Source: an optimization exercise on an open RTL-to-GDS flow (aim: small area). Production flows keep margins and buffers that such runs may drop.
Function was checked by simulation only, so behaviour that the tests miss may differ from the original.
The clock port is modelled as an ideal driver; clocking choices that lean on that would not hold on a real chip.
Power is estimated from default activity; no workload was simulated.

## run A
==> flow/design.v (excerpt) <==
module es51986_decoder (
    input  wire        clk,
    input  wire        rst,           
    input  wire        in_valid,
    input  wire [7:0]  in_byte,
    output wire        out_valid,
    output wire        out_is_err,
    output wire [29:0] out_payload,
    input  wire [2:0]  q_range,
    input  wire [3:0]  q_func,
    input  wire [15:0] q_digits,      
    output wire        res_valid,
    output wire [1:0]  res_place,
    output wire [2:0]  res_prefix,
    output wire [2:0]  res_base,
    output wire [2:0]  res_len,
    output wire [39:0] res_text
);
export LEC_CHECK = 0
export CAP_MARGIN = 20
export CORE_MARGIN = 2
export CORE_UTILIZATION = 60
export PLACE_DENSITY = 0.75
export SLEW_MARGIN = 20
export SYNTH_HIERARCHICAL = 1
export SYNTH_MINIMUM_KEEP_SIZE = 0
create_clock -name core_clock -period 8.5 [get_ports {clk}]
standard.sh (not shown) runs the stock make flow with config.mk's settings and CLKGATE_MAP_FILE= SYNTH_SCRIPT=/design/flow/synth_recipe.tcl, a recipe that flattens the netlist after the stock synthesis.
==> flow/flow/run.sh <==
#!/bin/bash
# Standard ORFS layout with two changes: the port buffers are the smallest
# buffer cell, and clock tree synthesis adds no dummy loads and uses small
# clock buffers. Each tool's output is kept in orfs/logs; make's own output
# goes to standard.log.
set -euo pipefail
export BUFFER_PORTS_ARGS="-buffer_cell sky130_fd_sc_hd__buf_1"
export CTS_ARGS="-sink_clustering_enable -repair_clock_nets -dont_use_dummy_load -buf_list {sky130_fd_sc_hd__clkbuf_4 sky130_fd_sc_hd__clkbuf_8}"
bash standard.sh finish > standard.log 2>&1
Input-level comparison between run B and run A:
diff --git a/flow/flow/run.sh b/flow/flow/run.sh
--- a/flow/flow/run.sh
+++ b/flow/flow/run.sh
@@ -8 +8 @@
-export CTS_ARGS="-sink_clustering_enable -repair_clock_nets -dont_use_dummy_load -buf_list {sky130_fd_sc_hd__clkbuf_4 sky130_fd_sc_hd__clkbuf_8}"
+export CTS_ARGS="-sink_clustering_enable -repair_clock_nets -dont_use_dummy_load -buf_list sky130_fd_sc_hd__clkbuf_8"
[summary]
The flow did not stop early for run B: all stages ran, and the layout cleared the timing, design-rule and antenna checks.
Count of standard-cell rows: run B vs run A — no meaningful difference
The arrival time of data at the critical path endpoint was comparable across run B and run A.
Changes observed in run B relative to run A: share of total power in the clock network flat, combinational group power flat, final critical-path required period flat, area occupied by registers flat.
Run A -> run B: met1 wire length flat
On part of the cycle the worst path needs, run A tracks run B almost exactly.
Taking run A as the reference, in run B critical path depth closely matched the old numbers; global routing usage summed across all routing layers closely matched the old numbers; mean post-synth cell area closely matched the old numbers.
## Diff of input files: run C against run B
==> flow/flow/run.sh <==
#!/bin/bash
set -euo pipefail
export BUFFER_PORTS_ARGS="-buffer_cell sky130_fd_sc_hd__buf_1"
export CTS_ARGS="-sink_clustering_enable -repair_clock_nets -dont_use_dummy_load -buf_list sky130_fd_sc_hd__clkbuf_8"
bash standard.sh cts > standard_cts.log 2>&1
R=orfs/results/$FLOW_PLATFORM/es51986_decoder/base
IN_ODB=$R/4_cts.odb IN_SDC=$R/4_cts.sdc OUT_ODB=$R/4_cts_sized.odb SLEW_LIMIT=0.120 \
    openroad -no_init -exit flow/clock_sizing.tcl > clock_sizing.log 2>&1
cp $R/4_cts_sized.odb $R/4_cts.odb
bash standard.sh finish > standard.log 2>&1
==> flow/flow/clock_sizing.tcl (new file) <==
# Clock buffer sizing after CTS: each clock buffer is tried at
# sky130_fd_sc_hd__clkbuf_4, then sky130_fd_sc_hd__clkbuf_2, and keeps the
# smaller cell only if the largest flip-flop clock-pin slew, estimated from
# the placement, stays under SLEW_LIMIT (ns). Every buffer keeps its place.
set platform $::env(FLOW_HOME)/platforms/$::env(FLOW_PLATFORM)
foreach lib [glob $platform/lib/*.lib] {
  if {![string match "*dummy*" $lib]} { read_liberty $lib }
}
read_db $::env(IN_ODB)
read_sdc $::env(IN_SDC)
source $platform/setRC.tcl
set_propagated_clock [all_clocks]
set limit $::env(SLEW_LIMIT)
proc maxslew {} {
  estimate_parasitics -placement
  set mx 0
  foreach p [get_pins -hierarchical */CLK] {
    foreach prop {slew_max_rise slew_max_fall} {
      set s [get_property $p $prop]
      if {$s > $mx} { set mx $s }
    }
  }
  return $mx
}
puts "start: largest clock-pin slew [maxslew]"
foreach target {sky130_fd_sc_hd__clkbuf_4 sky130_fd_sc_hd__clkbuf_2} {
  set tz [string range $target [expr [string last _ $target] + 1] end]
  foreach inst [get_cells *] {
    set m [get_property $inst ref_name]
    if {![string match "sky130_fd_sc_hd__clkbuf_*" $m]} { continue }
    set sz [string range $m [expr [string last _ $m] + 1] end]
    if {$tz >= $sz} { continue }
    replace_cell $inst $target
    set s [maxslew]
    if {$s > $limit} {
      replace_cell $inst $m
    } else {
      puts "[get_full_name $inst]: $m -> $target (largest clock-pin slew $s)"
    }
  }
}
puts "end: largest clock-pin slew [maxslew]"
write_db $::env(OUT_ODB)
[summary]
Clock share of power | run C below run B
Run B and run C ended up with nearly the same worst-case vdd ir drop.
In terms of overall global routing resource usage, run B and run C differ only marginally.
Number of buffers created by CTS came out exactly the same in run B and run C.

==> separate check: timing with driven ports <==
The results above use ideal ports. As a check the final layouts listed here were re-extracted and re-timed, cells and wires unchanged.
Step 1 (the two cells are an assumption about what drives the block):
set clk [get_ports {clk}]
set_driving_cell -lib_cell sky130_fd_sc_hd__clkbuf_16 $clk
set_driving_cell -lib_cell sky130_fd_sc_hd__buf_2 [delete_from_list [all_inputs] $clk]
Step 2, shift: input delay + t, output delay - t, t = (earliest + latest rising clock arrival at the registers) / 2. This alone moves slack from input paths to output paths.
a / b / c = ideal / step 1 / step 2; a / b = the first two.
run | t, ns | setup WS [ns] | slew at the worst register clock pin (ns)
run A | 0.377 | 1.704 / 1.673 / 2.050 | 0.10 / 0.10
run B | 0.377 | 1.704 / 1.673 / 2.050 | 0.10 / 0.10
run C | 0.436 | 1.668 / 1.639 / 2.076 | 0.12 / 0.12
After both steps setup and hold are still met in every run listed.
